What follows belongs to an exercise in optimizing a design on an open flow for small area, a short achievable clock period and few clock cycles; a production flow would make more cautious choices. Only simulation tests tie the RTL to the original design; equivalence was not proved. Power and IR drop assume default switching activity.

## run.sh

```bash
#!/bin/bash
# synth_recipe.tcl (not shown) runs the flow's synth.tcl, then flattens the netlist and writes it again
# the make line also repeats each setting of config.mk as NAME=value (left out here)
make -C /OpenROAD-flow-scripts/flow DESIGN_CONFIG=/design/flow/config.mk WORK_HOME=/design/flow/orfs CLKGATE_MAP_FILE= SYNTH_SCRIPT=/design/flow/synth_recipe.tcl finish
```

## config.mk

```make
export PLATFORM = sky130hd
export DESIGN_NAME = dfwt_core
export DESIGN_NICKNAME = dfwt_core
export VERILOG_FILES = /design/flow/design.v
export SDC_FILE = /design/flow/constraint.sdc
export NUM_CORES = 4
export LEC_CHECK = 0
export CAP_MARGIN = 20
export CORE_MARGIN = 2
export CORE_UTILIZATION = 40
export SLEW_MARGIN = 20
```

## constraint.sdc

```tcl
create_clock -name core_clock -period 9.0 [get_ports {clk}]
set_input_delay 1.8000 -clock core_clock [delete_from_list [all_inputs] [get_ports {clk}]]
set_output_delay 1.8000 -clock core_clock [all_outputs]
set_load 0.01 [all_outputs]
```

## design.v

```verilog
module dfwt_ser (
    input  wire        clk,
    input  wire        rst,
    input  wire        push,
    input  wire [1:0]  push_kind,
    input  wire [31:0] push_val,
    output reg         q_full,
    output wire        idle,       
    input  wire        tr_reset,   
    output reg         gate,
    output reg  [31:0] timestep,
    output wire        out_valid,
    input  wire        out_ready,
    output reg  [7:0]  out_byte
);
    localparam M_IDLE = 2'd0, M_FLUX = 2'd1, M_BYTE = 2'd2, M_WIDX = 2'd3;
    reg [1:0]  q_kind;
    reg [31:0] q_val;
    reg [1:0]  mode;
    reg [31:0] t;
    assign out_valid = (mode != M_IDLE);
    assign idle      = (mode == M_IDLE) && !q_full;
    wire       hi_z   = (t[31:8] == 24'd0);
    wire       big    = !hi_z || (t[7:0] > 8'd129);    
    wire       t_ge2  = !hi_z || (t[7:1] != 7'd0);     
    wire       t_nz   = t_ge2 || t[0];
    wire       w_big  = (t[15:6] != 10'd0);            
    wire [5:0] widx_k = w_big ? 6'd63 : t[5:0];
    reg [7:0] inc;
    always @(*) begin
        case (mode)
            M_FLUX: begin
                if (big)        out_byte = 8'hFF;
                else if (t_ge2) out_byte = 8'h80 | (t[7:0] - 8'd2);
                else if (t[0])  out_byte = {7'd0, gate};
                else            out_byte = 8'h02;
            end
            M_BYTE:  out_byte = t[7:0];
            M_WIDX:  out_byte = {2'b01, widx_k};
            default: out_byte = 8'h00;
        endcase
        case (mode)
            M_FLUX:  inc = big ? 8'd129 : (t_nz ? t[7:0] : 8'd1);
            M_BYTE:  inc = {7'd0, ~t[5]};
            default: inc = 8'd0;
        endcase
    end
    wire take = out_valid && out_ready;
    wire last = (mode == M_FLUX) ? !t_nz :
                (mode == M_WIDX) ? !w_big : 1'b1;
    wire load = q_full && (!out_valid || (take && last));
    always @(posedge clk) begin
        if (rst) begin
            mode     <= M_IDLE;
            q_full   <= 1'b0;
            gate     <= 1'b0;
            timestep <= 32'd0;
        end else begin
            if (take) begin
                timestep <= timestep + {24'd0, inc};
                if (mode == M_BYTE && !t[5]) gate <= t[0];
            end
            if (tr_reset) begin
                gate     <= 1'b0;
                timestep <= 32'd0;
            end
            if (push) begin
                q_full <= 1'b1;
            end else if (load) begin
                q_full <= 1'b0;
            end
            if (load) begin
                mode <= q_kind;
            end else if (take && last) begin
                mode <= M_IDLE;
            end
        end
        if (push) begin
            q_kind <= push_kind;
            q_val  <= push_val;
        end
        if (load) begin
            t <= q_val;
        end else if (take) begin
            if (mode == M_FLUX)
                t <= big ? (t - 32'd129) : 32'd0;
            else if (mode == M_WIDX)
                t <= {16'd0, t[15:0] - {10'd0, widx_k}};
        end
    end
endmodule
module dfwt_core (
    input  wire        clk,
    input  wire        rst,
    input  wire        op_valid,
    output wire        op_ready,
    input  wire [3:0]  op_code,
    input  wire [31:0] op_arg,
    input  wire [5:0]  op_len,
    output wire        out_valid,
    input  wire        out_ready,
    output wire [7:0]  out_byte,
    output wire        busy,
    output wire [15:0] crc,
    output wire [31:0] timestep,
    output wire        gate
);
    localparam OP_CRC_INIT  = 4'h0, OP_CRC_RESET = 4'h1, OP_CRC_BYTE = 4'h2,
               OP_MFM       = 4'h3, OP_FM        = 4'h4, OP_RAW      = 4'h5,
               OP_MFM_CRC   = 4'h6, OP_CONFIG    = 4'h7, OP_FLUSH    = 4'h8,
               OP_BT_RESET  = 4'h9, OP_WRGATE    = 4'hA, OP_FLUX     = 4'hB,
               OP_WAIT_IDX  = 4'hC, OP_STOP      = 4'hD, OP_TR_RESET = 4'hE;
    localparam S_IDLE = 2'd0, S_CELLS = 2'd1, S_PAD = 2'd2, S_EXEC = 2'd3;
    localparam K_FLUX = 2'd1, K_BYTE = 2'd2, K_WIDX = 2'd3;
    function [15:0] crc_byte(input [15:0] c, input [7:0] b);
        integer i;
        reg [15:0] x;
        begin
            x = c ^ {b, 8'h00};
            for (i = 0; i < 8; i = i + 1)
                x = x[15] ? ((x << 1) ^ 16'h1021) : (x << 1);
            crc_byte = x;
        end
    endfunction
    function [15:0] mfm16(input [7:0] b, input last);
        integer i;
        reg p;
        begin
            p = last;
            for (i = 7; i >= 0; i = i - 1) begin
                mfm16[2*i+1] = ~(p | b[i]);
                mfm16[2*i]   = b[i];
                p = b[i];
            end
        end
    endfunction
    function [15:0] fm16(input [7:0] b);
        integer i;
        begin
            for (i = 7; i >= 0; i = i - 1) begin
                fm16[2*i+1] = 1'b1;
                fm16[2*i]   = b[i];
            end
        end
    endfunction
    reg [1:0]  state;
    reg [15:0] crc_cur, crc_init;
    reg        last_bit;
    reg [14:0] half_r;
    reg [7:0]  precomp_r;
    reg [31:0] cell_buf;
    reg [4:0]  idx;
    reg        pad_cnt;
    reg [3:0]  x_code;
    reg [3:0]  sr;
    reg [1:0]  warm;
    reg [31:0] acch;
    reg        pend;      
    wire       q_full, ser_idle;
    reg        push, tr_reset;
    reg [1:0]  push_kind;
    reg [31:0] push_val;
    dfwt_ser u_ser (
        .clk(clk), .rst(rst),
        .push(push), .push_kind(push_kind), .push_val(push_val),
        .q_full(q_full), .idle(ser_idle), .tr_reset(tr_reset),
        .gate(gate), .timestep(timestep),
        .out_valid(out_valid), .out_ready(out_ready), .out_byte(out_byte)
    );
    assign op_ready = (state == S_IDLE);
    assign busy     = (state != S_IDLE) || !ser_idle;
    assign crc      = crc_cur;
    wire op_fire = op_valid && op_ready;
    wire       lowering = (state == S_CELLS) || (state == S_PAD);
    wire       judge    = (warm == 2'd2) && sr[1];
    wire       step     = lowering && !(judge && q_full);
    wire       cbit     = (state == S_CELLS) ? cell_buf[idx] : 1'b0;
    wire [4:0] w        = {sr, cbit};
    wire       mul_p    = (w == 5'b00101);
    wire       mul_m    = (w == 5'b10100);
    wire [31:0] wait_t  = mul_p ? acch + {24'd0, precomp_r} :
                          mul_m ? acch - {24'd0, precomp_r} : acch;
    wire flush_op = (op_code[3] && (op_code != 4'hF)) || (op_code == OP_CONFIG);
    always @(*) begin
        push      = 1'b0;
        push_kind = K_FLUX;
        push_val  = cell_buf;
        tr_reset  = 1'b0;
        if (step && judge) begin
            push     = 1'b1;
            push_val = wait_t;
        end else if (state == S_EXEC && !q_full) begin
            case (x_code)
                OP_WRGATE:   begin push = 1'b1; push_kind = K_BYTE; push_val = {31'd0, cell_buf[0]}; end
                OP_FLUX:     push = 1'b1;
                OP_WAIT_IDX: begin push = (cell_buf[15:0] != 16'd0); push_kind = K_WIDX; push_val = {16'd0, cell_buf[15:0]}; end
                OP_STOP:     begin push = 1'b1; push_kind = K_BYTE; push_val = 32'h3F; end
                OP_TR_RESET: tr_reset = ser_idle;
                default: ;
            endcase
        end
    end
    always @(posedge clk) begin
        if (rst) begin
            state     <= S_IDLE;
            crc_cur   <= 16'hFFFF;
            crc_init  <= 16'hFFFF;
            last_bit  <= 1'b0;
            half_r    <= 15'd200;
            precomp_r <= 8'd0;
            sr        <= 4'd0;
            warm      <= 2'd0;
            acch      <= 32'd200;
            pend      <= 1'b0;
        end else begin
            case (state)
                S_IDLE: if (op_fire) begin
                    case (op_code)
                        OP_CRC_INIT: begin
                            crc_cur  <= op_arg[15:0];
                            crc_init <= op_arg[15:0];
                        end
                        OP_CRC_RESET: crc_cur <= crc_init;
                        OP_CRC_BYTE:  crc_cur <= crc_byte(crc_cur, op_arg[7:0]);
                        OP_MFM, OP_FM: begin
                            last_bit <= op_arg[0];
                            if (op_arg[8]) crc_cur <= crc_byte(crc_cur, op_arg[7:0]);
                            state    <= S_CELLS;
                        end
                        OP_RAW: if (!op_len[5] || (op_len[4:0] == 5'd0)) begin
                            last_bit <= op_arg[0];
                            if (op_len != 6'd0) state <= S_CELLS;
                        end
                        OP_MFM_CRC: begin
                            last_bit <= crc_cur[0];
                            state    <= S_CELLS;
                        end
                        OP_BT_RESET: begin
                            last_bit <= 1'b0;
                            state    <= pend ? S_PAD : S_EXEC;
                        end
                        default: if (flush_op)
                            state <= pend ? S_PAD : S_EXEC;
                    endcase
                end
                S_EXEC: begin
                    case (x_code)
                        OP_CONFIG: begin
                            half_r    <= cell_buf[15:1];
                            precomp_r <= cell_buf[23:16];
                            acch      <= {17'd0, cell_buf[15:1]};
                            state     <= S_IDLE;
                        end
                        OP_WRGATE, OP_FLUX, OP_STOP:
                            if (!q_full) state <= S_IDLE;
                        OP_WAIT_IDX:
                            if (!q_full || cell_buf[15:0] == 16'd0) state <= S_IDLE;
                        OP_TR_RESET:
                            if (ser_idle) state <= S_IDLE;
                        default: state <= S_IDLE;
                    endcase
                end
                default: ;
            endcase
            if (step) begin
                sr   <= w[3:0];
                pend <= 1'b1;
                if (warm != 2'd2)
                    warm <= warm + 2'd1;
                else if (sr[1])
                    acch <= {17'd0, half_r};
                else
                    acch <= acch + {17'd0, half_r};
                if (state == S_CELLS) begin
                    if (idx == 5'd0) state <= S_IDLE;
                end else begin
                    if (pad_cnt) begin
                        sr    <= 4'd0;
                        warm  <= 2'd0;
                        acch  <= {17'd0, half_r};
                        pend  <= 1'b0;
                        state <= S_EXEC;
                    end
                end
            end
        end
        if (state == S_IDLE && op_fire) begin
            x_code  <= op_code;
            pad_cnt <= 1'b0;
            case (op_code)
                OP_MFM: begin
                    cell_buf <= {16'd0, mfm16(op_arg[7:0], last_bit)};
                    idx      <= 5'd15;
                end
                OP_FM: begin
                    cell_buf <= {16'd0, fm16(op_arg[7:0])};
                    idx      <= 5'd15;
                end
                OP_RAW: begin
                    cell_buf <= op_arg;
                    idx      <= op_len[4:0] - 5'd1;
                end
                OP_MFM_CRC: begin
                    cell_buf <= {mfm16(crc_cur[15:8], last_bit), mfm16(crc_cur[7:0], crc_cur[8])};
                    idx      <= 5'd31;
                end
                default: cell_buf <= op_arg;
            endcase
        end else if (step) begin
            idx     <= idx - 5'd1;
            pad_cnt <= 1'b1;
        end
    end
endmodule
```

==> summary.txt <==
-- sequential cells by signal (all words and copies together), names as in the netlist --
signal and flops:
warm 2, idx 5, pad_cnt 1, crc_cur 16, u_ser.q_kind 2, cell_buf 32, u_ser.q_val 32, x_code 4
sr 4, acch 32, u_ser.q_full 1, last_bit 1, u_ser.t 32, pend 1, state 2, u_ser.gate 1
u_ser.mode 2, half_r 15, crc_init 16, precomp_r 8, u_ser.timestep 32
-- power breakdown --
part | total, mW | internal [mW] | switching, mW | leakage (nW)
clock | 1.20 | 0.736 | 0.464 | 0.482
sequential | 1.42 | 1.26 | 0.152 | 2.10
combinational | 0.804 | 0.304 | 0.501 | 3.89
-- area by class of cell --
class                      count  area, µm²
fill                        3825      20700
clock inverter                 8        119
clock buffer                  46        860
multi-input combinational   1502       9200
tap                          518        648
timing repair buffer         126       1220
inverter                      64        240
sequential                   241       5900
-- worst max-delay path by stage --
stage | cells past startpoint | slack [ps] | to | start
floorplan | 18 | 4440 | u_ser.timestep[28] | u_ser.t[10]
global placement | 15 | 3450 | u_ser.timestep[14] | u_ser.t[18]
detailed placement | 8 | 3420 | out_byte[1] | u_ser.t[10]
CTS | 8 | 2820 | out_byte[1] | u_ser.t[10]
global route | 8 | 2420 | out_byte[1] | u_ser.t[10]
finish | 8 | 2760 | out_byte[1] | u_ser.t[10]
-- cell families (layout without fill, tap and decap cells) --
group                    after synthesis  in the layout  synth area share [%]
AND/OR/NAND/NOR                      786            786                  23.1
AO/OA/AOI/OAI                        528            528                  21.8
flip-flops                           241            241                  37.2
buffers and inverters                178            244                  5.10
XOR/XNOR                             110            110                  6.07
adder cells (fa/ha/maj)               59             59                  4.84
multiplexers                          19             19                  1.92
-- Yosys cell counts, types with 12 or more instances --
| cell type | number |
|---|---|
| nand3b_1 | 17 |
| a31oi_1 | 22 |
| dfxtp_1 | 134 |
| a21oi_1 | 139 |
| nor3_1 | 49 |
| o31ai_1 | 36 |
| a221oi_1 | 12 |
| a22oi_1 | 16 |
| xor2_1 | 36 |
| edfxtp_1 | 107 |
| o32ai_1 | 17 |
| nand2b_1 | 14 |
| o311ai_0 | 15 |
| nand2_1 | 322 |
| xnor2_1 | 74 |
| and3_1 | 18 |
| nor2_1 | 182 |
| a21o_1 | 15 |
| a211o_1 | 19 |
| nand3_1 | 60 |
| ha_1 | 55 |
| o21ai_0 | 121 |
| or3_1 | 23 |
| nand4_1 | 20 |
| inv_1 | 64 |
| clkbuf_1 | 80 |
-- critical path, stage by stage, from the launching register on --
cell             delay, ps
edfxtp_1               440
or3_1                  490
nor4_2                 470
nand4_1                440
nor2b_1                850
nor2_1                 280
nor2_1                 290
a31oi_1                110
clkdlybuf4s50_1        490
-- cell usage in the layout (no fill, tap or decap), types with 19 or more instances in the layout --
cell type,instances
edfxtp_1,107
a21oi_1,138
nand2_1,322
o31ai_1,36
xnor2_1,74
inv_1,64
buf_4,20
clkdlybuf4s50_1,104
nor3_1,48
clkbuf_16,29
a31oi_1,22
nand3_1,60
or3_1,23
nor2_1,180
ha_1,55
nand4_1,20
xor2_1,36
a211o_1,19
o21ai_0,120
dfxtp_1,134
-- per-layer routing --
metal	global-route usage (%)	part of all wire (%)
met1	31.5	44
met2	37.8	46
met3	3.00	6.6
met4	7.61	3.4
met5	0	0.025
==> summary.txt <==
outcome=no timing/DRC/antenna violations; R2R cell count=15; area delta synth->final=14.6%; Synth cell types=91; Total GRT Usage=23.1%; drt pass-1 iters=6; hold endpoint=warm[0]; worst endpoint data arrival time=4440 ps; Crit Path Max Fanout=10; PD cells=188 nW/µm²; reg-to-reg slack, setup=3230 ps; Final GP Congestion=0.954; crit path launch type=register; max-slew violation count=0; hold slack=455 ps; Tightest Hold Check Type=reg2reg; Final Hold Fails=0; worst slew pin tran=1060 ps; die area=41300 µm²; crit end category=primary output; fin nets=2069; vias per cell=5.84; worst rel slew slack=29.0%; worst reg2reg path startpoint=u_ser.t[10]; I/O pin cnt=106; ys async rst share=0%; post_cts resized=0; Clock H-tree levels=1; Power Total=3.42 mW; ANT cells=0; max cap viols=0; I/O Buffers=105; vias in the first global route=13800; RSZ-0062 raised after global routing=false; Max clock buf depth=3; Seq cells post-synth=241; Final setup viols=0; hold path depth=2; main area contributors after synthesis=edfxtp_1 (20%), dfxtp_1 (17%), nand2_1 (7.6%); HPWL after DPL=36000 µm; Synth Net Count=2026; leak pwr=6.48 nW; Via Count=14600; # DRC=0; terminus of the critical flop-to-flop path=u_ser.timestep[14]; fmax=160 MHz; Starting Density=40.8%; critical path required time=7200 ps; Root Buffer=clkbuf_16; clk sink count=241; drt initial violations=1054; cell taking the most area after synthesis=edfxtp_1; total grt overflow=0; Core Rows=72; worst slack, placed=3420 ps; Mapped Area=15900 µm²; Synth top area share=20.2%; Final Instance Area=18200 µm²; clock latency on the worst-skew pair=560 ps; Inserted Clock Buffers=29; Post-CTS Setup Bufs=0; register area share after synthesis=37.2%; WL final=48600 µm; fin crit period=6240 ps; Syn Area/Cell=8.26 µm²; post-layout utilization of the core=46.7%; CTS clk-pin slew, worst paths=60 ps; die width=203 µm; Tcrit/Tclk final=69.3%; drt wl/cell=19.4 µm; Non-Filler Instances=2505; initial antenna violation count=1; synth warn=2; first-pass GRT wire length=76900 µm; Hold Path Origin=warm[0]; Synth Flop Type=dfxtp_1; worst-case vdd ir drop=0.145 mV; largest net degree at the start of global routing=66; Post-synth EDFFs=107; Setup CP Type=reg2out; layout cells sized above 1=5.84%; final worst slack=2760 ps; Worst Skew=16.5 ps; Placed Cells=2450; Setup Total Neg Slack=0 ps; Placed Area=17200 µm²; Syn Inst Count=1921; Die Y=203 µm; # hold bufs at CTS=0; CTS tree=done; core area=38900 µm²; Routed Antenna Nets=0
Testbench counts, summed over its fixed seeds: cycles 203,677.

==> afterwards: timing with drivers on the ports <==
The results above use ideal ports. As a check the final layout listed here was re-extracted and re-timed, cells and wires unchanged. Step 1: set_driving_cell puts a clkbuf_16 on clk and a buf_2 on each other input, an assumption about the parent block. Step 2 adds t to the input delays and takes it off the output delays; t is the mean of the earliest and latest rising clock arrival at the registers after step 1. Input paths then give back, and output paths get back, about the clock's delay inside the block. Slacks: no drivers / after step 1 / after step 2; pairs: no drivers / after step 1.
shift t [ns]: 0.605
setup WS [ns]: 2.764 / 2.711 / 3.228
worst hold slack (ns): 0.455 / 0.455 / 0.455
latest minus earliest clock arrival (ns): 0.017 / 0.017
slew at the worst register clock pin (ns): 0.06 / 0.06
After both steps setup and hold are still met in this run. For this run, drivers alone change the setup slack by -0.053 ns; drivers and shift together by +0.464 ns.
